This design comes from an exercise in tuning for small area and a short achievable clock period on the open sky130 flow, not from production work.
For this run, only the layout was checked, not whether the RTL still works.
Power figures rest on the tool's default switching activity, not on a simulated workload.

==> design/flow/design.v <==
module wavegen (
    input  wire        clk,
    input  wire        rst,             
    input  wire [7:0]  cmd,
    input  wire        cmd_valid,
    output wire        cmd_ready,
    output reg         pin,
    output wire        running,
    output wire [31:0] freq_out,
    output wire [31:0] inc_out,
    output wire [7:0]  duty_high_out,
    output wire [7:0]  duty_low_out
);
    localparam [20:0] F_MAX = 21'd1_250_000;   
    localparam [34:0] NUM   = 35'd1_562_500;   
    reg [20:0] freq8;        
    reg        inc_sel;
    reg [3:0]  duty_j;       
    reg        run;
    reg        ready;
    reg [20:0] rem_r;        
    reg [13:0] quo;          
    reg [3:0]  dcnt;         
    reg [13:0] clkdiv_m1;    
    reg [13:0] tick_cnt;
    reg [3:0]  pattern_j;
    reg [3:0]  fq0, fq1, fq2, fq3;   
    reg [2:0]  fifo_cnt;
    reg [3:0]  cur_j;
    reg [3:0]  osr_rem;
    wire [11:0] sum_is, sum_il, sum_ds, sum_dl;
    wavegen_addk #(.W(11), .K(11'd125),  .SUB(0)) u_is (.a(freq8[10:0]), .s(sum_is));
    wavegen_addk #(.W(11), .K(11'd1250), .SUB(0)) u_il (.a(freq8[10:0]), .s(sum_il));
    wavegen_addk #(.W(11), .K(11'd125),  .SUB(1)) u_ds (.a(freq8[10:0]), .s(sum_ds));
    wavegen_addk #(.W(11), .K(11'd1250), .SUB(1)) u_dl (.a(freq8[10:0]), .s(sum_dl));
    wire [9:0]  hi_p, hi_m;
    assign hi_p[0] = 1'b1;
    assign hi_m[0] = 1'b1;
    genvar gi;
    generate
        for (gi = 1; gi < 10; gi = gi + 1) begin : g_hi
            assign hi_p[gi] = hi_p[gi-1] &  freq8[10+gi];
            assign hi_m[gi] = hi_m[gi-1] & !freq8[10+gi];
        end
    endgenerate
    wire [3:0] sat = {freq8[20:8] < 13'd5,
                      freq8[20:7] == 14'd0,
                      freq8[20:9] >= 12'd2439,
                      &(freq8 | ~F_MAX)};
    wire [11:0] lo_is = sat[0] ? {1'b0, 11'd720}      : sum_is;
    wire [11:0] lo_il = sat[1] ? {freq8[11], 11'd720} : sum_il;
    wire [11:0] lo_ds = sat[2] ? {1'b0, 11'd125}      : sum_ds;
    wire [11:0] lo_dl = sat[3] ? {1'b0, 11'd125}      : sum_dl;
    wire [21:0] rem2 = {rem_r, quo[13]};
    wire [21:0] flip;            
    wire        qbit;            
    wavegen_sub22 u_div (.a(rem2), .b({1'b0, freq8}), .x(flip), .nb(qbit));
    wire        dload = !ready && dcnt == 4'd14;
    wire        dstep = !ready && dcnt[3:1] != 3'b111;    
    always @(posedge clk) begin
        if (dload) begin
            rem_r <= NUM[34:14];
            quo   <= NUM[13:0];
        end else begin
            rem_r <= rem2[20:0] ^ ({21{qbit}} & flip[20:0]);
            if (dstep)
                quo <= {quo[12:0], qbit};
        end
    end
    wire [3:0] j_step = (duty_j == 4'd9) ? 4'd1 : duty_j + 4'd1;
    wire [5:0] dh = (duty_j == 4'd1) ? 6'd5  : (duty_j == 4'd2) ? 6'd10 :
                    (duty_j == 4'd3) ? 6'd15 : (duty_j == 4'd4) ? 6'd20 :
                    (duty_j == 4'd5) ? 6'd25 : (duty_j == 4'd6) ? 6'd30 :
                    (duty_j == 4'd7) ? 6'd35 : (duty_j == 4'd8) ? 6'd40 : 6'd45;
    wire [5:0] dl = 6'd50 - dh;
    wire tz   = tk_b;               
    wire [13:0] tick_dec;
    wire        tk_b;
    wavegen_addk #(.W(14), .K(14'd1), .SUB(1)) u_tk (.a(tick_cnt), .s({tk_b, tick_dec}));
    wire rz   = (osr_rem == 4'd0);
    wire pull = tz & rz;
    wire push = !fifo_cnt[2];
    reg [3:0] head;
    always @(*) begin
        case (fifo_cnt[1:0])
            2'd3:    head = fq1;
            2'd2:    head = fq2;
            2'd1:    head = fq3;
            default: head = fq0;
        endcase
    end
    wire pin_tick = rz ? 1'b0 : (osr_rem <= cur_j);
    always @(posedge clk) begin
        if (!run) begin
            tick_cnt <= clkdiv_m1;
            osr_rem  <= 4'd0;
            fifo_cnt <= 3'd0;
        end else begin
            tick_cnt <= tz ? clkdiv_m1 : tick_dec;
            if (tz)
                osr_rem <= rz ? 4'd9 : osr_rem - 4'd1;
            if (push && !pull)
                fifo_cnt <= fifo_cnt + 3'd1;
            else if (pull && !push)
                fifo_cnt <= fifo_cnt - 3'd1;
        end
        if (pull)
            cur_j <= head;
        if (push) begin
            fq3 <= pattern_j;
            fq2 <= fq3;
            fq1 <= fq2;
            fq0 <= fq1;
        end
    end
    wire [20:0] freq8_d;
    wire        inc_sel_d, run_d, ready_d, pin_d, div_load;
    wire [3:0]  duty_j_d;
    wire [3:0]  dcnt_d;
    wavegen_late u_late (
        .rst(rst), .cmd(cmd), .cmd_valid(cmd_valid),
        .ready(ready), .run(run), .pin(pin), .inc_sel(inc_sel),
        .freq8(freq8), .lo_is(lo_is), .lo_il(lo_il), .lo_ds(lo_ds), .lo_dl(lo_dl),
        .hi_p(hi_p), .hi_m(hi_m),
        .duty_j(duty_j), .j_step(j_step),
        .dcnt(dcnt), .tz(tz), .pin_tick(pin_tick),
        .freq8_d(freq8_d), .inc_sel_d(inc_sel_d), .duty_j_d(duty_j_d),
        .run_d(run_d), .ready_d(ready_d), .dcnt_d(dcnt_d), .pin_d(pin_d),
        .div_load(div_load)
    );
    always @(posedge clk) begin
        freq8   <= freq8_d;
        inc_sel <= inc_sel_d;
        duty_j  <= duty_j_d;
        run     <= run_d;
        ready   <= ready_d;
        dcnt    <= dcnt_d;
        pin     <= pin_d;
        if (div_load) begin
            clkdiv_m1 <= quo;
            pattern_j <= duty_j;
        end
    end
    assign cmd_ready     = ready;
    assign running       = run;
    assign freq_out      = {8'd0, freq8, 3'd0};
    assign inc_out       = inc_sel ? 32'd10_000 : 32'd1_000;
    assign duty_high_out = {1'b0, dh, 1'b0};
    assign duty_low_out  = {1'b0, dl, 1'b0};
endmodule
module wavegen_late (
    input  wire        rst,
    input  wire [7:0]  cmd,
    input  wire        cmd_valid,
    input  wire        ready,
    input  wire        run,
    input  wire        pin,
    input  wire        inc_sel,
    input  wire [20:0] freq8,
    input  wire [11:0] lo_is, lo_il, lo_ds, lo_dl,
    input  wire [9:0]  hi_p, hi_m,
    input  wire [3:0]  duty_j, j_step,
    input  wire [3:0]  dcnt,
    input  wire        tz,
    input  wire        pin_tick,
    output wire [20:0] freq8_d,
    output wire        inc_sel_d,
    output wire [3:0]  duty_j_d,
    output wire        run_d,
    output wire        ready_d,
    output wire [3:0]  dcnt_d,
    output wire        pin_d,
    output wire        div_load
);
    localparam [20:0] F_MIN = 21'd125;
    localparam [20:0] F_MAX = 21'd1_250_000;
    localparam [20:0] F_RST = 21'd2_500;
    wire acc     = cmd_valid & ready & (cmd[3:1] == 3'b000);
    wire c_fr    = acc & (cmd[7:5] == 3'b001);             
    wire c_sel   = acc & (cmd[7:4] == 4'h4);
    wire acc0    = acc & !cmd[0];
    wire c_start = acc0 & (cmd[7:4] == 4'h1);
    wire c_step  = acc0 & (cmd[7:4] == 4'h5);
    wire c_sync  = acc0 & (cmd[7:4] == 4'h6);
    wire c_stop  = acc0 & (cmd[7:4] == 4'h7);
    wire dec     = cmd[4];
    wire sel     = cmd[0];
    reg [11:0] lo;
    always @(*) begin
        case ({dec, sel})
            2'b00:   begin lo = lo_is; end
            2'b01:   begin lo = lo_il; end
            2'b10:   begin lo = lo_ds; end
            default: begin lo = lo_dl; end
        endcase
    end
    wire        g_inc = c_fr & !dec & lo[11];
    wire        g_dec = c_fr &  dec & lo[11];
    assign freq8_d[10:0]  = rst ? F_RST[10:0] : c_fr ? lo[10:0] : freq8[10:0];
    assign freq8_d[20:11] = rst ? F_RST[20:11] :
                            freq8[20:11] ^ ({10{g_inc}} & hi_p | {10{g_dec}} & hi_m);
    assign inc_sel_d = rst ? 1'b1 : c_sel ? sel : inc_sel;
    assign duty_j_d  = rst ? 4'd5 : c_step ? j_step : duty_j;
    assign run_d     = !rst & (c_start | (run & !c_stop));
    assign ready_d   = !rst & !c_fr & (ready | dcnt == 4'd15);
    assign dcnt_d    = (rst | c_fr) ? 4'd14 : dcnt - 4'd1;
    assign pin_d     = rst ? 1'b0 :
                       !run ? (c_start | pin) :
                       (tz & !c_stop) ? pin_tick : pin;
    assign div_load  = !run | c_sync | c_stop;    
endmodule
module wavegen_addk #(parameter W = 8, parameter [W-1:0] K = 0, parameter SUB = 0) (
    input  wire [W-1:0] a,
    output wire [W:0]   s
);
    wire [W:0] c;
    assign c[0] = 1'b0;
    genvar i;
    generate
        for (i = 0; i < W; i = i + 1) begin : g
            assign s[i] = a[i] ^ K[i] ^ c[i];
            if (SUB == 0)
                assign c[i+1] = K[i] ? (a[i] | c[i]) : (a[i] & c[i]);
            else
                assign c[i+1] = K[i] ? (!a[i] | c[i]) : (!a[i] & c[i]);
        end
    endgenerate
    assign s[W] = c[W];
endmodule
module wavegen_sub22 (
    input  wire [21:0] a,
    input  wire [21:0] b,
    output wire [21:0] x,
    output wire        nb
);
    wire [22:0] c;               
    assign c[0] = 1'b0;
    genvar i;
    generate
        for (i = 0; i < 22; i = i + 1) begin : g
            wire p = a[i] ^ b[i];
            assign x[i]   = b[i] ^ c[i];
            assign c[i+1] = p ? b[i] : c[i];
        end
    endgenerate
    assign nb = !c[22];
endmodule
==> design/flow/flow/run.sh <==
#!/bin/bash
# Layout flow: the standard ORFS flow (standard.sh) with the settings in
# flow/extra.mk added on top of the standard flow's config.mk:
#  - SETUP_SLACK_MARGIN: repair_timing keeps working until every path has this
#    much slack at the design's clock period, so the gates on the paths from
#    the inputs and to the outputs get sized and buffered for speed;
#  - ADDER_MAP_FILE empty: Yosys does not extract half/full adder cells, so
#    ABC maps the (ripple) arithmetic to plain gates, which is smaller here;
#  - BUFFER_PORTS_ARGS: the cell the port buffers start from.
# The clock period, constraints and synthesis script are the standard flow's.
set -euo pipefail
W=$(pwd)
{ echo "include $W/config.mk"; cat flow/extra.mk; } > "$W/flow_config.mk"
sed "s#DESIGN_CONFIG=[^ ]*#DESIGN_CONFIG=$W/flow_config.mk#" standard.sh > flow_standard.sh
bash flow_standard.sh > flow_make.log 2>&1
==> design/flow/flow/extra.mk <==
export SETUP_SLACK_MARGIN = 46.5
export ADDER_MAP_FILE =
export BUFFER_PORTS_ARGS = -buffer_cell sky130_fd_sc_hd__buf_2
export SKIP_REPAIR_TIE_FANOUT = 1
==> design/flow/standard.sh <==
#!/bin/bash
# synth_recipe.tcl (not shown) runs the flow's synth.tcl, then flattens the netlist and writes it again
# the make line also repeats each setting of config.mk as NAME=value (left out here)
make -C /OpenROAD-flow-scripts/flow DESIGN_CONFIG=/design/flow/config.mk WORK_HOME=/design/flow/orfs CLKGATE_MAP_FILE= SYNTH_SCRIPT=/design/flow/synth_recipe.tcl "${@:-finish}"
==> design/flow/config.mk <==
export PLATFORM = sky130hd
export DESIGN_NAME = wavegen
export DESIGN_NICKNAME = wavegen
export VERILOG_FILES = /design/flow/design.v
export SDC_FILE = /design/flow/constraint.sdc
export NUM_CORES = 4
export LEC_CHECK = 0
export CAP_MARGIN = 20
export CORE_MARGIN = 2
export CORE_UTILIZATION = 70
export CTS_BUF_LIST = sky130_fd_sc_hd__clkbuf_4 sky130_fd_sc_hd__clkbuf_8
export SLEW_MARGIN = 20
==> design/flow/constraint.sdc <==
create_clock -name core_clock -period 60.0 [get_ports {clk}]
set_input_delay 12.0000 -clock core_clock [delete_from_list [all_inputs] [get_ports {clk}]]
set_output_delay 12.0000 -clock core_clock [all_outputs]
set_load 0.01 [all_outputs]
==> flow_summary.ini <==
[outcome]
status = complete, no violations

[cts]
htreeDepth = 4
clock_latency_ns = 0.44
cts_root_buf = clkbuf_8
clock-sinks = 127
cts_tree = yes
clock_path_buffers = 2
cts_hold_buffers = 0
clkTransAtPathRegs_ns = 0.07
cts-buffers-inserted = 17

[hold_path]
min_path_type = flop to flop
hold_end = fq3[0]
whs_path_depth = 0
timing.hold.worst.start = pattern_j[0]

[critical_path]
startpoint_type = flop
worstPathMaxFanout = 8
reg2reg_from = freq8[4]
rr_worst_depth = 13
reg2reg_to = rem_r[14]
cp.required_ns = 48.00
worstPathArrival_ns = 1.55
critPathCaptureType = primary output
reg2reg_setup_slack_ns = 56.30
crit_type = flop to primary output

[detailed_routing]
drt-initial-drc-count = 493
drcViolationCount = 0
drt_pass1_iterations = 5
detail-route-antenna-nets = 0
wl_um = 16300
routed_via_density = 6.16
vias = 6054
wl_per_cell_um = 16.6

[finish]
drive_gt1_share_pct = 19.5
final_cell_mix = 83 x dfxtp_1, 73 x nor2_1, 71 x nand2_1, 53 x buf_2, 50 x xnor2_1
finalNetCount = 844
multiInputGateArea_sq_um = 3950
final_core_util_pct = 77.3
antenna_cells = 0
area_growth_pct = 6.90
regArea_sq_um = 2940
fin_cells = 982
fillerInstances = 703
final_common_cell = dfxtp_1

[logic_synthesis]
synth_seq_cells = 127
synth_edf_count = 38
seq_area_frac_synth_pct = 39.1
syn_avg_cell_area_sq_um = 8.84
syn_inst = 845
ys_types = 76
yosys_most_used_dff = dfxtp_1
synthTopCellsByArea = dfxtp_1 24%, edfxtp_1 15%, xnor2_1 5.9%
synthArstFlopShare_pct = 0
syn-cell-area_sq_um = 7470
synth_top_cell_area_share_pct = 23.9
yosysTopAreaCell = dfxtp_1
yosysWarnings = 2
syn_nets = 856

[timing]
min_period_ns = 13.55
clock.fmax_mhz = 73.8
fin_crit_sh_pct = 22.6
drv_slew = 0
tns_ns = 0
worstMarginPinSlew_ns = 0.852
finalClockSkew_ns = 0.0138
relSlewSlack_pct = 42.7
finalHoldViolations = 0
rsz0062_at_grt = true
setup_viol = 0

[power]
p_clk_share_pct = 31.2
seq_power_share_pct = 42.6
p_comb_share_pct = 26.2
ir_drop_uv = 26.0
net-switching-power_uw = 84.2
powerDensity_nw_per_um2 = 34.1
swShare_pct = 30.9
total_power_uw = 272
p_leak_nw = 3.04
p_int_uw = 188

[floorplanning]
io_pins = 94
num_rows = 37
fp.dieW_um = 107
dieHeight_um = 107
core-area_sq_um = 10300
die_area_sq_um = 11500
initial_utilization_pct = 72.4

[global_routing]
overflow = 0
track_usage_pct = 29.1
antenna_found_initial = 0
grt_pass1_vias = 5655
grt_max_degree = 39
grt_pass1_wl_um = 26500

[placed_design]
dp.cells = 942
gp_congestion = 1.01
hpwl_um = 11100
port_buffers = 53

[flow_run]
cap_violations = 0
-- per-layer routing --
| metal | track usage (%) | up-vias | wire length [um] |
|---|---|---|---|
| met4 | 11.4 | 0 | 330 |
| met3 | 7.20 | 41 | 1150 |
| met1 | 35.9 | 2855 | 6720 |
| li1 | - | 2911 | - |
| met5 | 0 | - | 0 |
| met2 | 49.1 | 247 | 8130 |
-- worst max path at each step --
stage	end	slack [ns]	start
5_1_grt	duty_high_out[3]	46.35	duty_j[1]
3_5_place_dp	freq8[8]	45.75	cmd[2]
6_report	duty_high_out[3]	46.45	duty_j[1]
2_1_floorplan	clkdiv_m1[0]	46.27	cmd[2]
4_1_cts	duty_high_out[3]	46.44	duty_j[1]
3_3_place_gp	freq8[8]	45.86	cmd[2]
-- worst max-delay path: stages (launching register included) --
cell     delay [ns]
dfxtp_4        0.41
nor2b_4        0.18
nor2b_4        0.16
a21oi_1        0.06
nor2_1         0.12
nor2_1         0.05
buf_2          0.13
-- state kept, by name (all words and copies together) (netlist names) --
register   cells
clkdiv_m1     14
cur_j          4
dcnt           4
duty_j         4
fifo_cnt       3
fq0            4
fq1            4
fq2            4
fq3            4
freq8         21
inc_sel        1
osr_rem        4
pattern_j      4
pin            1
quo           14
ready          1
rem_r         21
run            1
tick_cnt      14
-- power groups by stage --
stage / Sequential (mW) / Combinational, mW / Clock [mW]
3_5_place_dp: 0.118 / 0.0703 / 0
4_1_cts: 0.116 / 0.0710 / 0.0858
2_1_floorplan: 0.115 / 0.0628 / 0
3_3_place_gp: 0.117 / 0.0675 / 0
5_1_grt: 0.118 / 0.0795 / 0.0894
6_report: 0.116 / 0.0713 / 0.0847
-- per-stage QoR --
| stage | cell area [sq um] | setup slack, ns | hold slack (ns) |
|---|---|---|---|
| 5_1_grt | 7990 | 46.35 | 0.437 |
| 3_5_place_dp | 7360 | 45.75 | 0.407 |
| 6_report | 7990 | 46.45 | 0.428 |
| 4_1_cts | 7930 | 46.44 | 0.429 |
| 2_1_floorplan | 7510 | 46.27 | 0.400 |
| 3_3_place_gp | 7360 | 45.86 | 0.401 |
-- synth_stat cells, types with 3 or more instances --
master	number
o31a_1	3
dfxtp_1	89
o211ai_1	7
a21oi_1	40
nor3_2	19
nor3b_1	3
nand2_1	74
a21o_1	3
mux4_2	4
a311oi_1	3
o22ai_1	12
o31ai_1	10
and2b_1	4
xor2_1	21
inv_1	22
and2_1	7
buf_4	49
buf_6	8
mux2i_1	4
edfxtp_1	38
o22a_1	6
a221oi_1	5
nand2b_1	30
a21boi_0	4
a211oi_1	8
or2b_1	4
and3_1	7
nand3_1	19
clkbuf_1	34
nand4_1	5
o21ai_0	45
a22o_1	7
nand3b_1	3
buf_2	3
nor4_1	6
nor3_1	23
or2_2	5
nor2b_1	16
o21a_1	4
maj3_1	7
or3_1	5
xnor2_1	50
nor2_1	78
a31oi_1	10
-- cell families after synthesis --
family          count (synthesis)  synth area share [%]
compound gates                190                  17.3
xor+xnor                       71                  8.33
fa+ha+maj                       9                  1.24
buf+inv                       120                  9.43
flops                         127                  39.1
mux                             9                  1.89
other cells                     2                 0.101
simple gates                  317                  22.6
-- final cells by class --
cell class | count | area share [%]
multi-input combinational | 598 | 49.5
timing repair buffer | 65 | 4.65
clock inverter | 14 | 2.68
clock buffer | 18 | 3.02
sequential | 127 | 36.8
tap | 136 | 2.13
inverter | 24 | 1.22
-- what timing repair did --
action,CTS,global route
endpoints found under the setup margin,32,21
pin swaps,4,1
hold endpoints to repair,0,0
setup buffers,6,2
gates resized for setup,23,10

what the ideal ports hide:
No port has a modelled driver above. Below, the same layout with a new extraction and two added sets of constraints.
Step 1, drivers: a clkbuf_16 drives clk and a buf_2 each remaining input, both assumed.
Step 2 times the ports against the registers' clock, not the clock port: input delays grow and output delays shrink by t, the midpoint of the rising clock arrivals with the driver on.
Three values: ideal, step 1, step 2; two values: the first two.
t, ns: 0.471
slack for setup (ns): 46.448 / 46.415 / 46.113
clock arrival spread, ns: 0.014 / 0.013
After both steps this run still meets setup and hold. For this run, drivers alone change the setup slack by -0.033 ns; drivers and shift together by -0.335 ns.
